This is an optimization exercise on Yosys and OpenROAD, whose aim is small area, a short achievable clock period and few clock cycles per item, not a production implementation.
RTL that was checked went through simulation tests only; none was proved equivalent to the original.

==> flow/design.v (excerpt) <==
module smlb_compositor #(
    parameter H = 64                       
) (
    input  wire        clk,
    input  wire        rst,                
    input  wire        in_valid,
    output wire        in_ready,
    input  wire [47:0] in_src,
    input  wire [47:0] in_row,
    input  wire        in_last,
    input  wire [15:0] in_hwy,
    input  wire [2:0]  in_shift,
    input  wire [7:0]  in_bright,
    input  wire        in_ck_en,
    input  wire [47:0] in_ck_key,
    input  wire [15:0] in_ck_first,
    input  wire [15:0] in_ck_last,
    output reg         out_valid,
    input  wire        out_ready,
    output reg  [47:0] out_row,
    output reg         out_last,
    output reg  [1:0]  out_status
);
==> flow/config.mk <==
export PLATFORM = sky130hd
export DESIGN_NAME = smlb_compositor
export DESIGN_NICKNAME = smlb_compositor
export VERILOG_FILES = /design/flow/design.v
export SDC_FILE = /design/flow/constraint.sdc
export NUM_CORES = 4
export LEC_CHECK = 0
export CAP_MARGIN = 20
export CORE_MARGIN = 2
export CORE_UTILIZATION = 40
export PLACE_DENSITY = 0.6
export SLEW_MARGIN = 20
==> flow/constraint.sdc <==
create_clock -name core_clock -period 24.0 [get_ports {clk}]
set_input_delay 4.8000 -clock core_clock [delete_from_list [all_inputs] [get_ports {clk}]]
set_output_delay 4.8000 -clock core_clock [all_outputs]
set_load 0.01 [all_outputs]
standard.sh (not shown) runs the stock make flow with config.mk's settings and CLKGATE_MAP_FILE= SYNTH_SCRIPT=/design/flow/synth_recipe.tcl, a recipe that flattens the netlist after the stock synthesis.
==> flow/flow/run.sh <==
#!/bin/bash
# The standard layout, with two changes: the ports get buf_1 buffers instead
# of the delay buffers buffer_ports picks by default, and the timing repair
# is asked to leave a setup margin, so that it works on the paths that set
# the achieved period. Each tool's log is in orfs/logs; make's output is in
# standard.log.
set -e
bash standard.sh SETUP_SLACK_MARGIN=17.5 "BUFFER_PORTS_ARGS=-buffer_cell sky130_fd_sc_hd__buf_1" finish > standard.log 2>&1
Then changed:
==> flow/flow/run.sh (replaced) <==
#!/bin/bash
# Standard layout, with the timing repair asked to leave a setup margin so
# that it works on the paths that set the achieved period.
set -e
bash standard.sh SETUP_SLACK_MARGIN=19.5 finish > standard.log 2>&1
What happened: The new run finished clean. Area after synthesis is unchanged. Via count rose by 12%. Flip-flop and latch count is unchanged. Core utilization rose by 13 points. Setup slack improved by 0.26 ns. Fmax rose by 4.2%. Register-to-register slack improved by 0.91 ns.
Then changed:
==> flow/flow/run.sh (replaced) <==
#!/bin/bash
# Standard layout, with the timing repair asked to leave a setup margin so
# that it works on the paths that set the achieved period.
set -e
bash standard.sh SETUP_SLACK_MARGIN=18.5 finish > standard.log 2>&1
Synthesized cell count is unchanged; worst hold slack is about the same; final area drops by 11%; worst setup slack loses 0.073 ns; sequential share of layout area goes up by 2.5 points.
Then changed:
==> flow/flow/run.sh (replaced) <==
#!/bin/bash
# The standard layout, with two changes: the ports get buf_2 buffers instead
# of the delay buffers buffer_ports picks by default, and the timing repair
# is asked to leave a setup margin, so that it works on the paths that set
# the achieved period. Each tool's log is in orfs/logs; make's output is in
# standard.log.
set -e
bash standard.sh SETUP_SLACK_MARGIN=18.0 "BUFFER_PORTS_ARGS=-buffer_cell sky130_fd_sc_hd__buf_2" finish > standard.log 2>&1
What happened:
- first-iteration DRC count went down by 4.8%
- worst setup slack gets better by 0.061 ns
- wire length fell by 8.5%
- synthesized cell count stays the same
- worst hold slack hardly moves
- count of clock-buffer cells in the layout came out higher by 1
- fmax went up by 0.99%
- non-clock buffer count is lower by 116
No run of this note included a check of the RTL's function; only the layout flow was run.

========
smlb_compositor, a different RTL version from the one above (not shown whole).
Size: ~2500 cells after synthesis, about 290 flip-flops, ~260 I/O pins.
==> flow/config.mk <==
export PLATFORM = sky130hd
export DESIGN_NAME = smlb_compositor
export DESIGN_NICKNAME = smlb_compositor
export VERILOG_FILES = /design/flow/design.v
export SDC_FILE = /design/flow/constraint.sdc
export NUM_CORES = 4
export LEC_CHECK = 0
export CAP_MARGIN = 20
export CORE_MARGIN = 2
export CORE_UTILIZATION = 55
export CTS_BUF_LIST = sky130_fd_sc_hd__clkbuf_8
export CTS_CLUSTER_DIAMETER = 50
export CTS_CLUSTER_SIZE = 15
export PLACE_DENSITY = 0.7
export SLEW_MARGIN = 20
==> flow/constraint.sdc <==
create_clock -name core_clock -period 24.0 [get_ports {clk}]
set_input_delay 4.8000 -clock core_clock [delete_from_list [all_inputs] [get_ports {clk}]]
set_output_delay 4.8000 -clock core_clock [all_outputs]
set_load 0.01 [all_outputs]
==> flow/flow/run.sh <==
#!/bin/bash
# The standard layout, with two changes: the ports get buf_1 buffers instead
# of the delay buffers buffer_ports picks by default, and the timing repair
# is asked to leave a setup margin, so that it works on the paths that set
# the achieved period. Each tool's log is in orfs/logs; make's output is in
# standard.log.
set -e
bash standard.sh SETUP_SLACK_MARGIN=17.7 "BUFFER_PORTS_ARGS=-buffer_cell sky130_fd_sc_hd__buf_1" finish > standard.log 2>&1
Testbench counts at the start, summed over its fixed seeds: cycles 12,312, items 12,288.
Edit:
--- a/flow/config.mk
+++ b/flow/config.mk
@@ -12,2 +12,2 @@
-export CTS_CLUSTER_DIAMETER = 50
-export CTS_CLUSTER_SIZE = 15
+export CTS_CLUSTER_DIAMETER = 60
+export CTS_CLUSTER_SIZE = 20
Effect: The new run went through all stages and came out clean. Routed wire length stays flat. Cell count decreases by 0.35%. Via count is about the same. Sequential share of layout area increases by 0.10 points.

========
RTL: one of the versions met above, not the one the previous note started from.
Size: about 2500 cells after synthesis, ~290 flip-flops, roughly 28000 um2 of cells after synthesis.
## smlb_compositor
module smlb_compositor #(
    parameter H = 64                       
) (
    input  wire        clk,
    input  wire        rst,                
    input  wire        in_valid,
    output wire        in_ready,
    input  wire [47:0] in_src,
    input  wire [47:0] in_row,
    input  wire        in_last,
    input  wire [15:0] in_hwy,
    input  wire [2:0]  in_shift,
    input  wire [7:0]  in_bright,
    input  wire        in_ck_en,
    input  wire [47:0] in_ck_key,
    input  wire [15:0] in_ck_first,
    input  wire [15:0] in_ck_last,
    output reg         out_valid,
    input  wire        out_ready,
    output reg  [47:0] out_row,
    output reg         out_last,
    output reg  [1:0]  out_status
);
clock: 24.0 ns
lec_check: 0
cap_margin: 20
core_margin: 2
core_utilization: 40
place_density: 0.6
slew_margin: 20
==> flow/flow/run.sh <==
#!/bin/bash
# Standard layout, with the timing repair asked to leave a setup margin so
# that it works on the paths that set the achieved period.
set -e
bash standard.sh SETUP_SLACK_MARGIN=17.5 finish > standard.log 2>&1
==> next run, changes <==
==> flow/run.sh (new file) <==
#!/bin/bash
# synth_recipe.tcl (not shown) runs the flow's synth.tcl, then flattens the netlist and writes it again
# the make line also repeats each setting of config.mk as NAME=value (left out here)
make -C /OpenROAD-flow-scripts/flow DESIGN_CONFIG=/design/flow/config.mk WORK_HOME=/design/flow/orfs CLKGATE_MAP_FILE= SYNTH_SCRIPT=/design/flow/synth_recipe.tcl finish
removed: flow/flow/run.sh
removed: flow/standard.sh
Effect: The new run ran to the end with no violations. Synthesized cell count does not change. Via count went down by 0.70%. Flip-flop and latch count does not change. Setup slack loses 0.47 ns.
No run of this note included a check of the RTL's function; only the layout flow was run.

========
Another version of the RTL of smlb_compositor (not shown whole).
Size: about 3000 cells after synthesis, ~290 flip-flops, ~260 I/O pins, roughly 28000 um^2 of cells after synthesis.
==> flow/config.mk <==
export PLATFORM = sky130hd
export DESIGN_NAME = smlb_compositor
export DESIGN_NICKNAME = smlb_compositor
export VERILOG_FILES = /design/flow/design.v
export SDC_FILE = /design/flow/constraint.sdc
export NUM_CORES = 4
export LEC_CHECK = 0
export CAP_MARGIN = 20
export CORE_MARGIN = 2
export CORE_UTILIZATION = 55
export CTS_BUF_LIST = sky130_fd_sc_hd__clkbuf_8
export CTS_CLUSTER_DIAMETER = 50
export CTS_CLUSTER_SIZE = 15
export PLACE_DENSITY = 0.7
export SLEW_MARGIN = 20
==> flow/constraint.sdc <==
create_clock -name core_clock -period 24.0 [get_ports {clk}]
set_input_delay 4.8000 -clock core_clock [delete_from_list [all_inputs] [get_ports {clk}]]
set_output_delay 4.8000 -clock core_clock [all_outputs]
set_load 0.01 [all_outputs]
==> flow/flow/run.sh <==
#!/bin/bash
# The standard layout, with two changes: the ports get buf_1 buffers instead
# of the delay buffers buffer_ports picks by default, and the timing repair
# is asked to leave a setup margin, so that it works on the paths that set
# the achieved period. Each tool's log is in orfs/logs; make's output is in
# standard.log.
set -e
bash standard.sh SETUP_SLACK_MARGIN=17.85 "BUFFER_PORTS_ARGS=-buffer_cell sky130_fd_sc_hd__buf_1" finish > standard.log 2>&1
The first run completed without violations.
Testbench counts at the start, summed over its fixed seeds: cycles 12,312, items 12,288.
Edit:
--- a/flow/flow/run.sh
+++ b/flow/flow/run.sh
@@ -6,3 +6,3 @@
 # standard.log.
 set -e
-bash standard.sh SETUP_SLACK_MARGIN=17.85 "BUFFER_PORTS_ARGS=-buffer_cell sky130_fd_sc_hd__buf_1" finish > standard.log 2>&1
+bash standard.sh SETUP_SLACK_MARGIN=18.15 "BUFFER_PORTS_ARGS=-buffer_cell sky130_fd_sc_hd__buf_1" finish > standard.log 2>&1
Core utilization climbs by 1.3 points.
Non-clock buffer count went up by 30.
Synthesized cell count does not change.
Maximum frequency grows by 0.87%.
Worst hold slack got worse by 0.021 ns.

========
The RTL this note starts from:
==> flow/design.v <==
module smlb_compositor #(
    parameter H = 64                       
) (
    input  wire        clk,
    input  wire        rst,                
    input  wire        in_valid,
    output wire        in_ready,
    input  wire [47:0] in_src,
    input  wire [47:0] in_row,
    input  wire        in_last,
    input  wire [15:0] in_hwy,
    input  wire [2:0]  in_shift,
    input  wire [7:0]  in_bright,
    input  wire        in_ck_en,
    input  wire [47:0] in_ck_key,
    input  wire [15:0] in_ck_first,
    input  wire [15:0] in_ck_last,
    output reg         out_valid,
    input  wire        out_ready,
    output wire [47:0] out_row,
    output wire        out_last,
    output wire [1:0]  out_status
);
    localparam [1:0] ST_OK = 2'd0, ST_SATURATED = 2'd1, ST_RANGE = 2'd2;
    reg adv;
    assign in_ready = adv;
    wire       in_range = (in_shift > 3'd4) || (in_hwy >= H);
    wire [5:0] hwy_lo   = in_hwy[5:0];
    wire       below    = (in_ck_first[15:6] != 10'd0) || (hwy_lo < in_ck_first[5:0]);
    wire       above    = (in_ck_last[15:6] == 10'd0) && (hwy_lo > in_ck_last[5:0]);
    wire       in_keyed = in_src == in_ck_key;
    wire       in_skip  = in_range || (in_bright == 8'd0) ||
                          (in_ck_en && (below || above || in_keyed));
    reg        s1_valid;
    reg [47:0] s1_src, s1_row;
    reg [2:0]  s1_shift;
    reg [7:0]  s1_bright;
    reg        s1_skip, s1_range, s1_last;
    always @(posedge clk) begin
        if (rst)
            s1_valid <= 1'b0;
        else if (adv)
            s1_valid <= in_valid;
    end
    always @(posedge clk) begin
        if (adv && in_valid) begin
            s1_src    <= in_src;
            s1_row    <= in_row;
            s1_shift  <= in_shift;
            s1_bright <= in_bright;
            s1_skip   <= in_skip;
            s1_range  <= in_range;
            s1_last   <= in_last;
        end
    end
    function [16:0] correct_raw;           
        input [15:0] v;
        input [2:0]  s;
        reg   [19:0] t;
        begin
            t = {4'd0, v} << s;
            if (t[19:16] != 4'd0)
                correct_raw = {1'b1, 16'hFFFF};
            else
                correct_raw = {1'b0, t[15:0]};
        end
    endfunction
    function [23:0] numer;
        input [15:0] o;
        input [15:0] t;
        input [7:0]  br;
        integer i;
        reg [23:0] n;
        begin
            n = 24'd0;
            for (i = 0; i < 8; i = i + 1)
                n = n + ({8'd0, (br[i] ? t : o)} << i);
            numer = n;
        end
    endfunction
    wire [16:0] cr = correct_raw(s1_src[47:32], s1_shift);
    wire [16:0] cg = correct_raw(s1_src[31:16], s1_shift);
    wire [16:0] cb = correct_raw(s1_src[15:0],  s1_shift);
    wire [7:0]  br_eff = s1_skip ? 8'd0 : s1_bright;
    wire [23:0] nr = numer(s1_row[47:32], cr[15:0], br_eff);
    wire [23:0] ng = numer(s1_row[31:16], cg[15:0], br_eff);
    wire [23:0] nb = numer(s1_row[15:0],  cb[15:0], br_eff);
    wire pix_sat = !s1_skip && (cr[16] || cg[16] || cb[16]);
    reg row_sat;
    wire [1:0] status = s1_range             ? ST_RANGE :
                        (row_sat || pix_sat) ? ST_SATURATED : ST_OK;
    reg        s2_valid;
    reg [23:0] s2_nr, s2_ng, s2_nb;
    reg [1:0]  s2_status;
    reg        s2_last;
    always @(posedge clk) begin
        if (rst) begin
            s2_valid <= 1'b0;
            row_sat  <= 1'b0;
        end else if (adv) begin
            s2_valid <= s1_valid;
            if (s1_valid)
                row_sat <= s1_last ? 1'b0 : (row_sat || pix_sat);
        end
    end
    always @(posedge clk) begin
        if (adv && s1_valid) begin
            s2_nr     <= nr;
            s2_ng     <= ng;
            s2_nb     <= nb;
            s2_status <= s1_last ? status : ST_OK;
            s2_last   <= s1_last;
        end
    end
    function [15:0] div255;
        input [23:0] n;
        reg   [40:0] s;
        begin
            s = {1'b0, n, 16'd0} + {9'd0, n, 8'd0} + {17'd0, n} + 41'h10000;
            div255 = s[39:24];
        end
    endfunction
    wire [50:0] wdata = {div255(s2_nr), div255(s2_ng), div255(s2_nb),
                         s2_last, s2_status};
    reg  [50:0] fifo0, fifo1;
    reg         wr_ptr, rd_ptr;
    reg  [1:0]  count;
    wire wr = adv && s2_valid;
    wire rd = out_valid && out_ready;
    wire [1:0] count_nx = count + {1'b0, wr} - {1'b0, rd};
    always @(posedge clk) begin
        if (rst) begin
            wr_ptr    <= 1'b0;
            rd_ptr    <= 1'b0;
            count     <= 2'd0;
            out_valid <= 1'b0;
            adv       <= 1'b1;
        end else begin
            if (wr) wr_ptr <= !wr_ptr;
            if (rd) rd_ptr <= !rd_ptr;
            count     <= count_nx;
            out_valid <= count_nx != 2'd0;
            adv       <= count_nx != 2'd2;
        end
    end
    always @(posedge clk) begin
        if (wr && !wr_ptr) fifo0 <= wdata;
        if (wr &&  wr_ptr) fifo1 <= wdata;
    end
    wire [50:0] head = rd_ptr ? fifo1 : fifo0;
    assign out_row    = head[50:3];
    assign out_last   = head[2];
    assign out_status = head[1:0];
endmodule
make LEC_CHECK=0 ABC_CLOCK_PERIOD_IN_PS=4000 CAP_MARGIN=20 CORE_MARGIN=2 CORE_UTILIZATION=40 PLACE_DENSITY=0.6 SLEW_MARGIN=20 finish   # period 24.0 ns
run.sh (not shown) runs the stock make flow with config.mk's settings and CLKGATE_MAP_FILE= SYNTH_SCRIPT=/design/flow/synth_recipe.tcl, a recipe that flattens the netlist after the stock synthesis.
Stock flow here: none of the scripts above is used.
Then changed:
Settings changed: ABC_CLOCK_PERIOD_IN_PS 4000 to default.
Via count stays the same.
Utilization does not change.
Function was not checked in any run of this note: the RTL went through the layout flow alone.

## static timing again, ports no longer ideal
The flow's constraints put no driver on any port. The routed layouts listed below were extracted and timed again, unchanged, in two steps.
Step 1 sets driving cells, clkbuf_16 on the clock port and buf_2 on the other inputs (assumed; they add their load-dependent delay and slew).
Step 2 times the ports against the registers' clock, not the clock port: input delays grow and output delays shrink by t, the midpoint of the rising clock arrivals with the driver on.
a / b / c = no drivers / after step 1 / after step 2; a / b = the first two.
run | shift t [ns] | setup slack, ns | hold WS [ns] | worst setup path at the end | clock arrival spread, ns
the first run of note 1 | 0.607 | 17.592 / 17.535 / 17.058 | 0.451 / 0.451 / 0.451 | input to register | 0.020 / 0.020
the second run of note 1 | 0.607 | 17.849 / 17.846 / 17.240 | 0.451 / 0.451 / 0.451 | input to register | 0.013 / 0.013
the third run of note 1 | 0.605 | 17.776 / 17.804 / 17.199 | 0.449 / 0.449 / 0.449 | input to register | 0.016 / 0.015
the fourth run of note 1 | 0.605 | 17.837 / 17.848 / 17.244 | 0.452 / 0.452 / 0.452 | input to register | 0.027 / 0.027
the first run of note 2 | 0.648 | 17.903 / 17.918 / 17.270 | 0.474 / 0.474 / 0.474 | input to register | 0.046 / 0.046
the second run of note 2 | 0.694 | 17.914 / 17.932 / 17.242 | 0.477 / 0.477 / 0.477 | input to register | 0.032 / 0.032
the first run of note 3 | 0.611 | 17.591 / 17.603 / 16.993 | 0.452 / 0.452 / 0.452 | input to register | 0.026 / 0.025
the second run of note 3 | 0.603 | 17.116 / 17.062 / 16.605 | 0.452 / 0.452 / 0.452 | input to register | 0.022 / 0.021
the first run of note 4 | 0.673 | 17.938 / 17.950 / 17.299 | 0.474 / 0.474 / 0.474 | input to register | 0.043 / 0.042
the second run of note 4 | 0.664 | 17.990 / 17.932 / 17.526 | 0.452 / 0.452 / 0.452 | input to register | 0.055 / 0.055
the first run of note 5 | 0.618 | 16.290 / 16.290 / 16.290 | 0.463 / 0.463 / 0.463 | register to register | 0.027 / 0.028
the second run of note 5 | 0.618 | 16.290 / 16.290 / 16.290 | 0.463 / 0.463 / 0.463 | register to register | 0.027 / 0.028
After both steps setup and hold are still met in every run listed. For the second run of note 2, which loses most, drivers alone change the setup slack by +0.018 ns; drivers and shift together by -0.672 ns.
